This is an optimization exercise on Yosys and OpenROAD, whose aim is small area, a short achievable clock period and few clock cycles per item, not a production implementation. In this exercise RTL edits were held to simulation tests only and were not proved equivalent to the original. Power and IR drop assume default switching activity.

==> flow/design.v <==
module pcmon_decoder (
    input  wire       clk,
    input  wire       rst_n,
    input  wire       byte_valid,
    input  wire [7:0] byte_in,
    input  wire       shift_ext,
    output wire       fin,           
    output wire       len0,          
    output wire [1:0] kind_o,
    output wire       ok_o,          
    output wire [5:0] q0,
    output wire [7:0] q5,
    output wire [7:0] q6,
    output wire [7:0] q7
);
    reg       await_len;
    reg [5:0] rem;           
    reg [1:0] kind;
    reg       ok;
    reg [5:0] r0, r1, r2, r3, r4;
    reg [7:0] r5, r6, r7;
    wire accum = |rem;
    wire [5:0] h5  = (r5[7:2] > 6'd54) ? 6'd54 : r5[7:2];
    wire [5:0] top5 = (h5 == 6'd0) ? 6'd63 : 6'd62 - h5;
    assign fin    = rem == 6'd1;
    assign len0   = await_len & (byte_in == 8'd0);
    assign kind_o = kind;
    assign ok_o   = ok;
    assign q0 = r0;
    assign q5 = r5;
    assign q6 = r6;
    assign q7 = r7;
    always @(posedge clk) begin
        if ((byte_valid & accum) | shift_ext) begin
            r0 <= r1;
            r1 <= r2;
            r2 <= r3;
            r3 <= r4;
            r4 <= top5;
            r5 <= r6;
            r6 <= r7;
            r7 <= byte_in;
        end
    end
    wire take_len = byte_valid & ~accum & await_len & (byte_in <= 8'd32);
    always @(posedge clk) begin
        if (!rst_n) begin
            await_len <= 1'b0;
            rem       <= 6'd0;
        end else begin
            if (byte_valid)
                rem <= accum ? rem - 6'd1 : (take_len ? byte_in[5:0] : 6'd0);
            if (byte_valid & ~accum)
                await_len <= ~await_len & (byte_in[7:2] == 6'd0);
        end
    end
    always @(posedge clk) begin
        if (byte_valid & ~accum) begin
            if (await_len)
                ok   <= (kind == 2'd0) ||
                        (byte_in == {4'd0, kind == 2'd3, kind == 2'd1, kind == 2'd2, 1'b0});
            else
                kind <= byte_in[1:0];
        end
    end
endmodule
module pcmon_render (
    input  wire        clk,
    input  wire        rst_n,
    input  wire        start,         
    input  wire [5:0]  q0,            
    output wire        qshift,        
    output reg         idle,          
    output reg         pix_valid,
    output reg  [6:0]  pix_x,
    output reg  [5:0]  pix_y,
    output reg         pix_on,
    output wire        pix_flush,
    input  wire        pix_ready
);
    localparam [1:0] S_STARTUP = 2'd0;
    localparam [1:0] S_GLYPH   = 2'd1;
    localparam [1:0] S_BAR     = 2'd2;
    localparam [1:0] S_FLUSH   = 2'd3;
    reg [1:0] state;
    reg       lcol;        
    reg       lpix;        
    reg       glyph;       
    reg [2:0] k;           
    reg [5:0] t0, t1, t2, t3, t4, t5, t6, t7;
    reg [6:0] x0_nxt;
    always @(*) begin
        case (k[2:0])
            3'd0: x0_nxt = 7'd4;
            3'd1: x0_nxt = 7'd24;
            3'd2: x0_nxt = 7'd44;
            3'd3: x0_nxt = 7'd64;
            3'd4: x0_nxt = 7'd86;
            3'd5: x0_nxt = 7'd106;
            3'd6: x0_nxt = 7'd90;
            default: x0_nxt = 7'd110;
        endcase
    end
    reg [6:0] x0_cur;
    reg       xp_cur;
    always @(*) begin
        case (k[2:0])
            3'd1: begin x0_cur = 7'd4;   xp_cur = pix_x[4] & pix_x[1] & ~pix_x[0];            end  
            3'd2: begin x0_cur = 7'd24;  xp_cur = pix_x[5] & pix_x[2] & pix_x[1] & ~pix_x[0]; end  
            3'd3: begin x0_cur = 7'd44;  xp_cur = pix_x[4] & pix_x[3] & pix_x[1] & ~pix_x[0]; end  
            3'd4: begin x0_cur = 7'd64;  xp_cur = pix_x[3] & pix_x[2] & pix_x[1] & ~pix_x[0]; end  
            3'd5: begin x0_cur = 7'd86;  xp_cur = pix_x[3] & ~pix_x[0];                       end  
            3'd6: begin x0_cur = 7'd106; xp_cur = pix_x[2] & ~pix_x[0];                       end  
            3'd7: begin x0_cur = 7'd90;  xp_cur = pix_x[5] & pix_x[2] & ~pix_x[0];            end  
            default: begin x0_cur = 7'd110; xp_cur = pix_x[4] & pix_x[3] & ~pix_x[0];         end  
        endcase
    end
    localparam [127:0] LABEL = 128'h00fffc3fffc03ffc03ffc03ffc03ffc0;
    wire label_x = LABEL[pix_x];
    wire startup_on_next = (pix_x == 7'd0) || (pix_x == 7'd127) ||
                           (pix_y == 6'd62) || (pix_y == 6'd63) ||
                           ((pix_y == 6'd3) && label_x);
    wire grow = q0 < t0;
    wire same = q0 == t0;
    wire adv  = pix_ready | ~pix_valid;
    wire last_row = pix_on ? (pix_y == t7) : (pix_y + 6'd1 == t7);
    wire gl_col   = pix_x[1] & pix_x[0];                   
    wire [6:0] x_inc = pix_x + 7'd1;
    wire st_su  = state == S_STARTUP;
    wire st_gl  = state == S_GLYPH;
    wire st_bar = state == S_BAR;
    assign pix_flush = state == S_FLUSH;
    wire go     = ~idle & adv & ~pix_flush;                
    wire c_go   = idle & start;                           
    wire c_end  = ~idle & adv & pix_flush;                 
    wire c_nb   = go & (lpix | (st_bar & ~pix_valid));    
    wire c_fl   = c_nb & st_bar & (k == 3'd0);            
    wire c_bs   = c_nb & ~c_fl;                           
    wire c_su   = go & st_su;                             
    wire c_sux  = c_su & (pix_y == 6'd63);                
    wire c_gl   = go & st_gl & ~lpix;
    wire c_glc  = c_gl & gl_col & ~(&pix_y[2:0]);           
    wire c_glt  = c_gl & gl_col & (&pix_y[2:0]);            
    wire c_glr  = c_gl & ~gl_col;                         
    wire [6:0] x_gl = pix_x[1] ? 7'd124 : x_inc;          
    wire c_bar  = go & st_bar & pix_valid & ~lpix;
    wire c_row  = c_bar & lcol;                           
    wire c_col  = c_bar & ~lcol;                          
    wire rot     = c_bs;
    wire startup = ~idle & st_su;
    assign qshift = rot;
    always @(posedge clk) begin
        if (rot | startup) begin
            t0 <= t1;
            t1 <= t2;
            t2 <= t3;
            t3 <= t4;
            t4 <= t5;
            t5 <= t6;
            t6 <= t7;
            t7 <= startup ? 6'd63 : q0;
        end
    end
    wire [5:0] y_inc = pix_y + 6'd1;
    wire [5:0] y_dec = pix_y - 6'd1;
    wire [5:0] y_bs  = grow ? t0 - 6'd1 : t0;
    wire x_hold = ~(c_go | c_bs | c_sux | c_glt | c_glr | c_row | c_col);
    wire y_hold = ~(c_go | c_bs | c_su | c_glc | c_glt | c_row);
    always @(posedge clk) begin
        if (!rst_n) begin
            pix_x <= 7'd0;
            pix_y <= 6'd0;
        end else begin
            pix_x <= ({7{c_sux | c_col}} & x_inc) |
                     ({7{c_glr}} & x_gl) |
                     ({7{c_go}}  & 7'd123) |
                     ({7{c_glt}} & 7'd121) |
                     ({7{c_bs}}  & x0_nxt) |
                     ({7{c_row}} & x0_cur) |
                     ({7{x_hold}} & pix_x);
            pix_y <= ({6{c_su | c_glc | (c_row & ~pix_on)}} & y_inc) |
                     ({6{c_row & pix_on}} & y_dec) |
                     ({6{c_go}}  & 6'd1) |
                     ({6{c_glt}} & 6'd4) |
                     ({6{c_bs}}  & y_bs) |
                     ({6{y_hold}} & pix_y);
        end
    end
    always @(posedge clk) begin
        if (!rst_n) begin
            idle      <= 1'b0;
            state     <= S_STARTUP;
            pix_valid <= 1'b1;
            pix_on    <= 1'b1;
            k         <= 3'd0;
            lpix      <= 1'b0;
            glyph     <= 1'b0;
        end else begin
            if (c_go)
                glyph <= ~glyph;
            if (c_go | c_end)
                idle <= c_end;
            if (c_go | c_end)
                state <= S_GLYPH;
            else if (c_fl | (c_sux & (pix_x == 7'd127)))
                state <= S_FLUSH;
            else if (c_nb)
                state <= S_BAR;
            if (c_go | c_end | c_nb)
                pix_valid <= c_go | c_fl | (c_bs & ~same);
            if (c_bs)
                k <= k + 3'd1;
            if (c_go)
                pix_on <= glyph;
            else if (c_su)
                pix_on <= startup_on_next;
            else if (c_glc)
                pix_on <= ~glyph | (~pix_y[2] & pix_y[1] & pix_y[0]);    
            else if (c_glt)
                pix_on <= glyph;
            else if (c_bs)
                pix_on <= grow;
            if (go) begin
                lcol <= c_col & xp_cur;
                lpix <= (c_col & xp_cur & last_row) | (c_glr & pix_x[2] & ~pix_x[0]);    
            end
        end
    end
endmodule
module pcmon_top (
    input  wire       clk,
    input  wire       rst_n,        
    input  wire       rst_in_n,     
    input  wire       rx_valid,
    input  wire       rx_err,
    input  wire [7:0] rx_data,
    output wire       rx_ready,
    output reg  [7:0] duty1,
    output reg  [7:0] duty2,
    output reg  [7:0] duty3,
    output reg  [7:0] duty4,
    output reg        net_tx,
    output reg        net_rx,
    output reg        act,
    output wire       busy,
    output wire       pix_valid,
    output wire [6:0] pix_x,
    output wire [5:0] pix_y,
    output wire       pix_on,
    output wire       pix_flush,
    input  wire       pix_ready
);
    localparam [1:0] K_RESET  = 2'd0;
    localparam [1:0] K_SETIND = 2'd1;
    localparam [1:0] K_NET    = 2'd2;
    localparam [1:0] K_RENDER = 2'd3;
    wire        idle;
    wire        svc       = idle;
    assign      busy      = ~idle;
    assign      rx_ready  = svc & rst_in_n;
    wire        byte_take = rx_ready & rx_valid & ~rx_err;
    wire        fin, len0, ok;
    wire [1:0]  kind;
    wire        qshift;
    wire [5:0]  q0;
    wire [7:0]  q5, q6, q7;
    pcmon_decoder u_dec (
        .clk       (clk),
        .rst_n     (rst_n),
        .byte_valid(byte_take),
        .byte_in   (rx_data),
        .shift_ext (qshift),
        .fin       (fin),
        .len0      (len0),
        .kind_o    (kind),
        .ok_o      (ok),
        .q0        (q0),
        .q5        (q5),
        .q6        (q6),
        .q7        (q7)
    );
    wire fin_render = fin & ok & (kind == K_RENDER);
    wire fin_setind = fin & ok & (kind == K_SETIND);
    wire fin_net    = fin & ok & (kind == K_NET);
    wire fin_reset  = (fin | len0) & (kind == K_RESET);
    wire render_start = byte_take & fin_render;
    pcmon_render u_render (
        .clk       (clk),
        .rst_n     (rst_n),
        .start     (render_start),
        .q0        (q0),
        .qshift    (qshift),
        .idle      (idle),
        .pix_valid (pix_valid),
        .pix_x     (pix_x),
        .pix_y     (pix_y),
        .pix_on    (pix_on),
        .pix_flush (pix_flush),
        .pix_ready (pix_ready)
    );
    wire clr_duty = ~rst_in_n | (rx_valid & ~rx_err & fin_reset);
    wire ld_duty  = byte_take & fin_setind;
    wire clr_net  = ~rst_in_n;
    wire ld_net   = byte_take & fin_net;
    wire svc_on  = rst_n & svc;
    wire d_ld    = svc_on & ld_duty;
    wire d_hold  = ~(svc_on & (clr_duty | ld_duty)) & rst_n;
    wire n_ld    = svc_on & ld_net;
    wire n_hold  = ~(svc_on & (clr_net | ld_net)) & rst_n;
    always @(posedge clk) begin
        duty1  <= ({8{d_ld}} & q5)      | ({8{d_hold}} & duty1);
        duty2  <= ({8{d_ld}} & q6)      | ({8{d_hold}} & duty2);
        duty3  <= ({8{d_ld}} & q7)      | ({8{d_hold}} & duty3);
        duty4  <= ({8{d_ld}} & rx_data) | ({8{d_hold}} & duty4);
        net_tx <= (n_ld & (q7 != 8'd0))      | (n_hold & net_tx);
        net_rx <= (n_ld & (rx_data != 8'd0)) | (n_hold & net_rx);
        act    <= rst_n & (svc ? byte_take : act);
    end
endmodule
==> flow/flow/run.sh <==
#!/bin/bash
# The standard layout, with every port buffered by a plain sky130 buffer
# (buf_1) instead of the delay buffer buffer_ports picks by itself, and a
# clock tree of clkbuf_4/clkbuf_8 cells without dummy loads.
set -euo pipefail
export BUFFER_PORTS_ARGS="-buffer_cell sky130_fd_sc_hd__buf_1"
export CTS_ARGS="-sink_clustering_enable -repair_clock_nets -sink_clustering_size 30 -sink_clustering_max_diameter 100 -buf_list {sky130_fd_sc_hd__clkbuf_8} -root_buf sky130_fd_sc_hd__clkbuf_8 -dont_use_dummy_load"
bash standard.sh > standard.log 2>&1
==> flow/standard.sh <==
#!/bin/bash
# synth_recipe.tcl (not shown) runs the flow's synth.tcl, then flattens the netlist and writes it again
# the make line also repeats each setting of config.mk as NAME=value (left out here)
make -C /OpenROAD-flow-scripts/flow DESIGN_CONFIG=/design/flow/config.mk WORK_HOME=/design/flow/orfs CLKGATE_MAP_FILE= SYNTH_SCRIPT=/design/flow/synth_recipe.tcl "${@:-finish}"
==> flow/config.mk <==
export PLATFORM = sky130hd
export DESIGN_NAME = pcmon_top
export DESIGN_NICKNAME = pcmon_top
export VERILOG_FILES = /design/flow/design.v
export SDC_FILE = /design/flow/constraint.sdc
export NUM_CORES = 4
export LEC_CHECK = 0
export CAP_MARGIN = 20
export CORE_MARGIN = 2
export CORE_UTILIZATION = 40
export SETUP_SLACK_MARGIN = 4.3
export SLEW_MARGIN = 20
==> flow/constraint.sdc <==
create_clock -name core_clock -period 7.5 [get_ports {clk}]
set_input_delay 1.5000 -clock core_clock [delete_from_list [all_inputs] [get_ports {clk}]]
set_output_delay 1.5000 -clock core_clock [all_outputs]
set_load 0.01 [all_outputs]
==> qor.yml, run 1 <==
path_clk_slew_ns: 0.07
worstMarginPinSlew_ns: 0.7136
cts_max_level: 4
num_rows: 50
cts.sinks: 171
cap_violations: 0
diodes: 0
maxSlewHeadroom_pct: 52.43
fp.dieH_um: 142.2
core_area_um2: 18710
postSynthCellCount: 677
min_period_over_period_pct: 44.74
rsz0062_at_grt: "yes"
cts_tree: "built"
setup_ws_ns: 4.144
cp_top_family: "buffers and inverters"
syn-cell-area_um2: 7641
cpMaxStageDelayCell: "and2_4"
crit_type: "input pin to primary output"
powerDensity_nw_per_um2: 187.1
synth-seq-cells: 171
drt_iter0_drc: 523
overflow: 0
syn_to_final_growth_pct: 9.530
critical_path_buf_inv_count: 2
cts_buffer_depth: 2
synth-async-reset-ratio_pct: 0
finalSetupViolCount: 0
finalClockSkew_ns: 0.02505
mostFrequentLayoutCell: "edfxtp_1"
ys.flop_type: "edfxtp_1"
synthDistinctLibCells: 66
hold_class: "flip-flop to flip-flop"
avgRoutedWirePerCell_um: 18.14
synth_edf_count: 106
hpwl_um: 12000
syn_nets: 716
cp_cell_sequence: "buf_6 > and2_4 > buf_6"
cp_max_fo: 2
drc_errors: 0
crit_top_cell: "buf_6"
syn_avg_cell_area_um2: 11.29
io_pins: 67
slowest_delay_ns: 0.15
portBuffers: 66
max_freq_mhz: 298.0
finalMaxSlewViolations: 0
synth_area_leaders: "edfxtp_1 42%, dfxtp_1 17%, ha_1 4.1%, a22o_1 3.9%, a21oi_1 2.5%"
worst_ep_arrival_time_ns: 1.86
yosys_warnings: 3
end_kind: "primary output"
place_ws_ns: 3.854
nets: 774
antenna_found_initial: 0
status: "finished clean"
track_usage_pct: 17.66
mostFrequentLayoutCells: "106 x edfxtp_1, 65 x dfxtp_1, 63 x buf_1, 49 x nor2_1, 43 x nand2_1"
vias: 5601
synth_top_area_share_pct: 41.66
detail_route.first_pass.iterations: 5
peakVddDrop_mv: 0.1279
fin_crit_ns: 3.356
fin_tns_setup_ns: 0
die_width_um: 142.2
dp.cells: 947
cts-buffers-inserted: 17
gp_congestion: 0.8581
die_area_um2: 20220
drive_gt1_share_pct: 6.003
synth_seq_area_share_pct: 58.69
hold_violations: 0
cp-start-kind: "input pin"
clock_latency_ns: 0.45
drtAntennaViolNets: 0
grt_start_max_net_pins: 55
fin_util_pct: 44.74
hold_buffers: 0
fin_cells: 967
routed_wl_um: 17540
drt-vias-per-instance: 5.792
cts_root_buf: "clkbuf_8"
required_ns: 6.00
p_leak_nw: 2.837
grt_pass1_wl_um: 27970
grt_pass1_vias: 5448
start_util_pct: 40.85
r2r_slack_ns: 4.70
yosys.area.top_type: "edfxtp_1"
final timing paths:
path / startpoint / to / cells after the start
worst max register to register: u_render.k[2] / u_render.lpix / 6
worst max-delay path: rst_in_n / rx_ready / 3
worst min-delay path: u_render.t1[2] / u_render.t0[2] / 0
worst min register to register: u_render.t1[2] / u_render.t0[2] / 0
sequential cells by signal, indices dropped and copies added (netlist names), 7 cells and up:
signal	flops
u_dec.r7	8
u_render.pix_x	7
duty3	8
u_dec.r6	8
duty1	8
duty2	8
duty4	8
u_dec.r5	8
routing by layer:
metal  up-vias  track usage (%)  routed length, um
met5         -                0                  0
met4         0            5.000                197
met3        20            5.249               1265
met2       202            26.95               7992
met1      2739            24.49               8083
li1       2640                -                  -
cell families after synthesis:
family,Yosys count,synth area share [%]
AO/OA/AOI/OAI,160,14.21
multiplexers,7,0.9497
XOR/XNOR,23,2.636
AND/OR/NAND/NOR,231,16.29
adder cells (fa/ha/maj),25,4.094
flip-flops,171,58.69
buffers and inverters,60,3.127
through the flow:
step | hold WS (ns) | power, mW | area [um^2]
after global placement | 0.4010 | 1.099 | 8083
final | 0.4107 | 1.566 | 8369
after CTS | 0.4108 | 1.577 | 8361
after global routing | 0.4248 | 1.623 | 8369
after detailed placement | 0.4052 | 1.101 | 8094
after floorplan | 0.4003 | 1.077 | 7656
cell usage after synthesis (all sizes together) (12+ instances only):
cell type	count
edfxtp	106
dfxtp	65
nor2	49
nand2	45
a21oi	38
a22o	34
nor3	29
inv	28
nand3	27
o21ai	27
ha	25
xnor2	20
clkbuf	18
buf	14
a31oi	13
nand4	12
power breakdown:
part	total, mW	internal, mW	switching [mW]
registers	1.01	1.00	0.0123
logic	0.0688	0.0248	0.0439
clock network	0.484	0.200	0.284
cell type report:
type,instances,area (um^2)
Sequential cell,171,4484
Fill cell,1737,10340
Tap cell,234,292.8
Multi-Input combinational cell,446,2948
Timing Repair Buffer,71,305.3
Inverter,28,105.1
Clock buffer,17,234.0
timing repair:
item	CTS	global route
gates resized for setup	5	1
endpoints found under the setup margin	1	33
endpoints found under the hold margin	0	0
setup buffers	2	1
gates cloned	0	0
pin swaps	0	1
worst register-to-register path: stages (launching register included):
cell and delay [ns]:
dfxtp_1 0.75, inv_1 0.26, ha_1 0.40, or4_1 0.64, o2111ai_1 0.21, o2111ai_1 0.16, a221oi_1 0.28
Testbench counts, summed over its fixed seeds: cycles 133,748, frames 384.
==> run 2: changes to the inputs <==
--- a/flow/design.v
+++ b/flow/design.v
@@ -88,31 +88,18 @@
     reg       glyph;       
     reg [2:0] k;           
     reg [5:0] t0, t1, t2, t3, t4, t5, t6, t7;
-    reg [6:0] x0_nxt;
-    always @(*) begin
-        case (k[2:0])
-            3'd0: x0_nxt = 7'd4;
-            3'd1: x0_nxt = 7'd24;
-            3'd2: x0_nxt = 7'd44;
-            3'd3: x0_nxt = 7'd64;
-            3'd4: x0_nxt = 7'd86;
-            3'd5: x0_nxt = 7'd106;
-            3'd6: x0_nxt = 7'd90;
-            default: x0_nxt = 7'd110;
-        endcase
-    end
-    reg [6:0] x0_cur;
+    reg [6:0] x0;
     reg       xp_cur;
     always @(*) begin
         case (k[2:0])
-            3'd1: begin x0_cur = 7'd4;   xp_cur = pix_x[4] & pix_x[1] & ~pix_x[0];            end  
-            3'd2: begin x0_cur = 7'd24;  xp_cur = pix_x[5] & pix_x[2] & pix_x[1] & ~pix_x[0]; end  
-            3'd3: begin x0_cur = 7'd44;  xp_cur = pix_x[4] & pix_x[3] & pix_x[1] & ~pix_x[0]; end  
-            3'd4: begin x0_cur = 7'd64;  xp_cur = pix_x[3] & pix_x[2] & pix_x[1] & ~pix_x[0]; end  
-            3'd5: begin x0_cur = 7'd86;  xp_cur = pix_x[3] & ~pix_x[0];                       end  
-            3'd6: begin x0_cur = 7'd106; xp_cur = pix_x[2] & ~pix_x[0];                       end  
-            3'd7: begin x0_cur = 7'd90;  xp_cur = pix_x[5] & pix_x[2] & ~pix_x[0];            end  
-            default: begin x0_cur = 7'd110; xp_cur = pix_x[4] & pix_x[3] & ~pix_x[0];         end  
+            3'd0: begin x0 = 7'd4;   xp_cur = pix_x[4] & pix_x[1] & ~pix_x[0];            end  
+            3'd1: begin x0 = 7'd24;  xp_cur = pix_x[5] & pix_x[2] & pix_x[1] & ~pix_x[0]; end  
+            3'd2: begin x0 = 7'd44;  xp_cur = pix_x[4] & pix_x[3] & pix_x[1] & ~pix_x[0]; end  
+            3'd3: begin x0 = 7'd64;  xp_cur = pix_x[3] & pix_x[2] & pix_x[1] & ~pix_x[0]; end  
+            3'd4: begin x0 = 7'd86;  xp_cur = pix_x[3] & ~pix_x[0];                       end  
+            3'd5: begin x0 = 7'd106; xp_cur = pix_x[2] & ~pix_x[0];                       end  
+            3'd6: begin x0 = 7'd90;  xp_cur = pix_x[5] & pix_x[2] & ~pix_x[0];            end  
+            default: begin x0 = 7'd110; xp_cur = pix_x[4] & pix_x[3] & ~pix_x[0];         end  
         endcase
     end
     localparam [127:0] LABEL = 128'h00fffc3fffc03ffc03ffc03ffc03ffc0;
@@ -175,8 +162,7 @@
                      ({7{c_glr}} & x_gl) |
                      ({7{c_go}}  & 7'd123) |
                      ({7{c_glt}} & 7'd121) |
-                     ({7{c_bs}}  & x0_nxt) |
-                     ({7{c_row}} & x0_cur) |
+                     ({7{c_bs | c_row}} & x0) |
                      ({7{x_hold}} & pix_x);
             pix_y <= ({6{c_su | c_glc | (c_row & ~pix_on)}} & y_inc) |
                      ({6{c_row & pix_on}} & y_dec) |
@@ -208,7 +194,7 @@
                 state <= S_BAR;
             if (c_go | c_end | c_nb)
                 pix_valid <= c_go | c_fl | (c_bs & ~same);
-            if (c_bs)
+            if ((c_bs & same) | (c_col & xp_cur & last_row))
                 k <= k + 3'd1;
             if (c_go)
                 pix_on <= glyph;
==> run 2 against run 1 <==
  * Combinational power is 43% lower
  * Critical endpoint unchanged
  * Die area is 0.87% lower
  * Critical path type unchanged
  * Synthesized cell count is 4.6% lower
==> qor.yml, run 2 <==
routed_wl_um: 16920
yosys_warnings: 3
multi_input_area_um2: 2833
detail_route.first_pass.iterations: 6
min_period_over_period_pct: 44.84
p_leak_nw: 2.788
worstMarginPinSlew_ns: 0.7356
peakVddDrop_mv: 0.1278
vias: 5359
mostFrequentLayoutCell: "edfxtp_1"
yosysMostFrequentCell: "edfxtp_1"
drc_errors: 0
die_area_um2: 20050
path_clk_slew_ns: 0.07
core_area_um2: 18640
cts.sinks: 171
crit_type: "input pin to primary output"
cts-buffers-inserted: 17
grt_pass1_wl_um: 27150
track_usage_pct: 17.25
diodes: 0
fin_tns_setup_ns: 0
hold_violations: 0
cts_buffer_depth: 2
syn_avg_cell_area_um2: 11.72
finalMaxSlewViolations: 0
hold_buffers: 0
nets: 745
drtAntennaViolNets: 0
synth-seq-cells: 171
syn_to_final_growth_pct: 9.567
synth-async-reset-ratio_pct: 0
synth_top_area_share_pct: 42.04
cp_max_fo: 3
ys.flop_type: "edfxtp_1"
cts_root_buf: "clkbuf_8"
rsz0062_at_grt: "yes"
fp.dieH_um: 141.6
setup_ws_ns: 4.137
synth_seq_area_share_pct: 59.22
yosys.area.top_type: "edfxtp_1"
synth_area_leaders: "edfxtp_1 42%, dfxtp_1 17%, ha_1 4.0%, a22o_1 3.9%, nand2_1 2.4%"
powerDensity_nw_per_um2: 181.1
drt-vias-per-instance: 5.707
clock_latency_ns: 0.45
grt_start_max_net_pins: 55
drive_gt1_share_pct: 8.511
cts_tree: "built"
finalSetupViolCount: 0
cp-start-kind: "input pin"
placed_area_um2: 7993
overflow: 0
worst_ep_arrival_time_ns: 1.86
synthTopCellsByCount: "106 x edfxtp_1, 65 x dfxtp_1, 48 x nand2_1"
cts_max_level: 4
fill_cells: 1720
fin_crit_ns: 3.363
grt_pass1_vias: 5191
synth_edf_count: 106
postSynthCellCount: 646
syn-cell-area_um2: 7572
finalClockSkew_ns: 0.03691
max_freq_mhz: 297.4
required_ns: 6.00
avgRoutedWirePerCell_um: 18.02
final_cell_area_um2: 8297
portBuffers: 66
status: "finished clean"
maxSlewHeadroom_pct: 50.42
mostFrequentLayoutCells: "106 x edfxtp_1, 65 x dfxtp_1, 64 x buf_1, 46 x nand2_1, 39 x nor2_1"
syn_nets: 684
synthDistinctLibCells: 80
hpwl_um: 11490
io_pins: 67
hold_class: "flip-flop to flip-flop"
end_kind: "primary output"
regArea_um2: 4484
num_rows: 50
drt_iter0_drc: 651
holdWs_ns: 0.4168
gp_congestion: 0.8503
start_util_pct: 40.62
antenna_found_initial: 0
die_width_um: 141.6
cap_violations: 0
place_ws_ns: 3.773
run 2: cell types whose count changed in the layout (fill, tap and decap cells not counted), moves of 4 or more:
| cell | delta |
|---|---|
| xnor2_1 | -10 |
| a21oi_1 | -6 |
| nand3_1 | -9 |
| xor2_1 | +4 |
| nor3_1 | -9 |
| nor2_1 | -10 |
| nor2b_1 | -5 |
| o21a_1 | -7 |
| nand4_1 | -5 |
run 2: cell families after synthesis:
family          Yosys count  share of synthesized area (%)
simple gates            208                          15.35
flops                   171                          59.22
mux                       6                         0.7932
xor+xnor                 17                          1.966
compound gates          157                          14.79
buf+inv                  61                          3.652
fa+ha+maj                26                          4.230
run 2: worst paths after layout:
| check | from | to | slack [ns] | cells after the start |
|---|---|---|---|---|
| min reg2reg | u_render.t5[2] | u_render.t4[2] | 0.42 | 0 |
| max reg2reg | u_render.pix_y[1] | u_render.k[2] | 4.83 | 8 |
| max | rst_in_n | rx_ready | 4.14 | 3 |
| min | u_render.t5[2] | u_render.t4[2] | 0.42 | 0 |
run 2: cell type report:
class,count,share of cell area [%]
Clock buffer,17,2.820
Inverter,29,1.357
Multi-Input combinational cell,414,34.14
Sequential cell,171,54.05
Tap cell,234,3.529
Timing Repair Buffer,73,4.042
Timing Repair inverter,1,0.06032
run 2: metrics by stage:
stage / total power [mW] / std cells / utilization [%]
after floorplan: 1.034 / 646 / -
after global placement: 1.048 / 918 / 42.87
after detailed placement: 1.049 / 918 / 42.87
after CTS: 1.518 / 936 / 44.29
after global routing: 1.559 / 939 / 44.50
final: 1.502 / 939 / 44.50
run 2: metal layers:
metal | GRT usage [%] | vias to the layer above | wire (um) | share of wire [%]
met5 | 0 | - | 0 | 0
met4 | 7.421 | 0 | 343 | 2.0
met3 | 4.252 | 28 | 1121 | 6.6
met2 | 26.11 | 226 | 7663 | 45
met1 | 23.69 | 2578 | 7793 | 46
li1 | - | 2527 | - | -
run 2: what timing repair did:
action | in CTS | in global routing
setup buffers | 0 | 2
cloned | 1 | 0
gates resized for setup | 7 | 2
setup endpoints to repair | 33 | 34
pin swaps | 0 | 0
hold endpoints to repair | 0 | 0
run 2: power by group:
part           switching (mW)  internal (mW)
Combinational          0.0261         0.0130
Clock                   0.271          0.200
Sequential            0.00363          0.988
Total                   0.301           1.20
run 2: worst max-delay path, stage by stage:
cell    delay (ns)
buf_6         0.10
and2_4        0.15
buf_6         0.11
Testbench counts of run 2, summed over its fixed seeds: cycles 133,748, frames 384.
==> run 3: changes to the inputs <==
--- a/flow/design.v
+++ b/flow/design.v
@@ -149,8 +149,7 @@
         end
     end
     wire [5:0] y_inc = pix_y + 6'd1;
-    wire [5:0] y_dec = pix_y - 6'd1;
-    wire [5:0] y_bs  = grow ? t0 - 6'd1 : t0;
+    wire [5:0] y_dec = (c_bs ? t0 : pix_y) - 6'd1;
     wire x_hold = ~(c_go | c_bs | c_sux | c_glt | c_glr | c_row | c_col);
     wire y_hold = ~(c_go | c_bs | c_su | c_glc | c_glt | c_row);
     always @(posedge clk) begin
@@ -165,10 +164,10 @@
                      ({7{c_bs | c_row}} & x0) |
                      ({7{x_hold}} & pix_x);
             pix_y <= ({6{c_su | c_glc | (c_row & ~pix_on)}} & y_inc) |
-                     ({6{c_row & pix_on}} & y_dec) |
+                     ({6{(c_row & pix_on) | (c_bs & grow)}} & y_dec) |
                      ({6{c_go}}  & 6'd1) |
                      ({6{c_glt}} & 6'd4) |
-                     ({6{c_bs}}  & y_bs) |
+                     ({6{c_bs & ~grow}} & t0) |
                      ({6{y_hold}} & pix_y);
         end
     end
==> run 3 against run 2 <==
  * Maximum frequency grew 0.14%
  * Hold slack lost 0.017 ns
  * Clock-buffer cell count is the same
  * Non-clock buffer count shrank 2
==> qor.yml, run 3 <==
status: "finished clean"
cts_buffer_depth: 2
num_rows: 50
hold_depth: 0
cts_max_level: 4
die_width_um: 141.0
cap_violations: 0
mostFrequentLayoutCell: "edfxtp_1"
hold_buffers: 0
rsz0062_at_grt: "yes"
cts-buffers-inserted: 17
regArea_um2: 4484
cts_tree: "built"
fin_cells: 929
fp.dieH_um: 141.0
final_cell_area_um2: 8253
yosys_warnings: 3
hpwl_um: 11530
postSynthCellCount: 637
drt-vias-per-instance: 5.698
dp.cells: 911
syn-cell-area_um2: 7510
synth-seq-cells: 171
syn_avg_cell_area_um2: 11.79
synth_seq_area_share_pct: 59.71
drtAntennaViolNets: 0
track_usage_pct: 17.31
cts_root_buf: "clkbuf_8"
powerDensity_nw_per_um2: 182.3
diodes: 0
fin_tns_setup_ns: 0
synth-async-reset-ratio_pct: 0
start_util_pct: 40.42
crit_type: "input pin to primary output"
cp-start-kind: "input pin"
cts.sinks: 171
vias: 5293
reg2reg_depth: 6
holdWs_ns: 0.3996
drive_gt1_share_pct: 8.201
drt_iter0_drc: 387
multi_input_area_um2: 2823
cp_max_fo: 2
placed_area_um2: 7980
place_ws_ns: 3.876
required_ns: 6.00
p_total_mw: 1.505
fin_crit_ns: 3.358
yosysMostFrequentCell: "edfxtp_1"
grt_pass1_wl_um: 26860
overflow: 0
fill_cells: 1757
ys.flop_type: "edfxtp_1"
min_period_over_period_pct: 44.78
nets: 733
worstMarginPinSlew_ns: 0.7001
synth_edf_count: 106
mostFrequentLayoutCells: "106 x edfxtp_1, 65 x dfxtp_1, 64 x buf_1, 43 x nor2_1"
avgRoutedWirePerCell_um: 18.04
finalSetupViolCount: 0
path_clk_slew_ns: 0.10
gp_congestion: 0.8205
worst_ep_arrival_time_ns: 1.86
fin_util_pct: 44.42
syn_nets: 673
routed_wl_um: 16760
syn_to_final_growth_pct: 9.897
synthDistinctLibCells: 70
finalClockSkew_ns: 0.04165
grt_pass1_vias: 5199
die_area_um2: 19890
hold_class: "flip-flop to flip-flop"
peakVddDrop_mv: 0.1163
max_freq_mhz: 297.8
portBuffers: 66
finalMaxSlewViolations: 0
synth_top_area_share_pct: 42.39
hold_violations: 0
maxSlewHeadroom_pct: 53.33
synthTopCellsByCount: "106 x edfxtp_1, 65 x dfxtp_1, 43 x nor2_1"
drc_errors: 0
yosys.area.top_type: "edfxtp_1"
p_leak_nw: 2.742
grt_start_max_net_pins: 55
setup_ws_ns: 4.142
end_kind: "primary output"
io_pins: 67
synth_area_leaders: "edfxtp_1 42%, dfxtp_1 17%, a22o_1 4.1%, ha_1 3.7%, a21oi_1 2.3%"
core_area_um2: 18580
antenna_found_initial: 0
clock_latency_ns: 0.46
detail_route.first_pass.iterations: 5
-- run 3: cell count changes after synthesis, moves of 7 or more --
cell      previous run  this run
nand2_1             48        34
buf_2                2        12
clkbuf_1            24        14
or3_1                4        13
nand2b_1            12         4
or2_2                2        10
o21ai_0             28        21
-- run 3: kinds of logic after synthesis --
| kind of cell | synth area share (%) |
|---|---|
| AND/OR/NAND/NOR | 15.26 |
| XOR/XNOR | 2.332 |
| buffers and inverters | 3.149 |
| adder cells (fa/ha/maj) | 3.665 |
| flip-flops | 59.71 |
| AO/OA/AOI/OAI | 15.33 |
| multiplexers | 0.5498 |
-- run 3: worst max-delay path, stage by stage --
cell    delay [ns]
buf_6         0.09
and2_4        0.15
buf_6         0.11
-- run 3: final timing paths --
| check | startpoint | to | slack [ns] |
|---|---|---|---|
| worst min register to register | u_dec.r4[1] | u_dec.r3[1] | 0.40 |
| worst max-delay path | rst_in_n | rx_ready | 4.14 |
| worst min-delay path | u_dec.r4[1] | u_dec.r3[1] | 0.40 |
| worst max register to register | u_render.k[0] | u_dec.r0[5] | 4.87 |
-- run 3: timing repair --
item / CTS / global route
endpoints found under the setup margin: 1 / 47
buffers inserted: 1 / 0
pin swaps: 0 / 0
gates cloned: 0 / 0
resized for setup: 4 / 5
endpoints found under the hold margin: 0 / 0
-- run 3: power by group --
group	internal, mW	switching (mW)	total [mW]
logic	0.0141	0.0239	0.0380
registers	0.988	0.00463	0.993
clock network	0.200	0.273	0.474
total	1.20	0.302	1.50
-- run 3: layout make-up --
class                   count  area share (%)
flip-flops and latches    171           54.34
multi-input cells         408           34.20
repair buffers             71           3.775
well taps                 234           3.548
clock buffers              17           2.835
inverters                  28           1.304
-- run 3: layer usage --
layer / part of all wire (%) / global-route usage (%) / vias to the layer above
met2: 46 / 26.62 / 181
li1: - / - / 2522
met5: 0 / 0 / -
met1: 46 / 23.55 / 2569
met3: 6.3 / 4.755 / 21
met4: 1.2 / 6.368 / 0
Testbench counts of run 3, summed over its fixed seeds: cycles 133,748, frames 384.

==> afterwards: timing with drivers on the ports <==
Ports are ideal in the flow. The routed layouts listed here were re-timed in OpenROAD.
Step 1: set_driving_cell puts a clkbuf_16 on clk and a buf_2 on each other input, an assumption about the parent block.
Step 2 adds t to the input delays and takes it off the output delays; t is the mean of the earliest and latest rising clock arrival at the registers after step 1. Input paths then give back, and output paths get back, about the clock's delay inside the block.
Three values: ideal ports, drivers, drivers and shift; two values: the first two.
run | t (ns) | setup WS [ns] | worst setup path after step 2 | latest minus earliest clock arrival (ns)
run 1 | 0.480 | 4.144 / 4.106 / 4.012 | input to register | 0.033 / 0.034
run 2 | 0.466 | 4.137 / 4.105 / 3.945 | input to register | 0.037 / 0.037
run 3 | 0.475 | 4.142 / 4.098 / 3.914 | input to register | 0.041 / 0.041
After both steps every run listed still meets setup and hold. The setup slack of run 3, which loses most, moves by -0.044 ns with the drivers and by -0.228 ns with both steps.
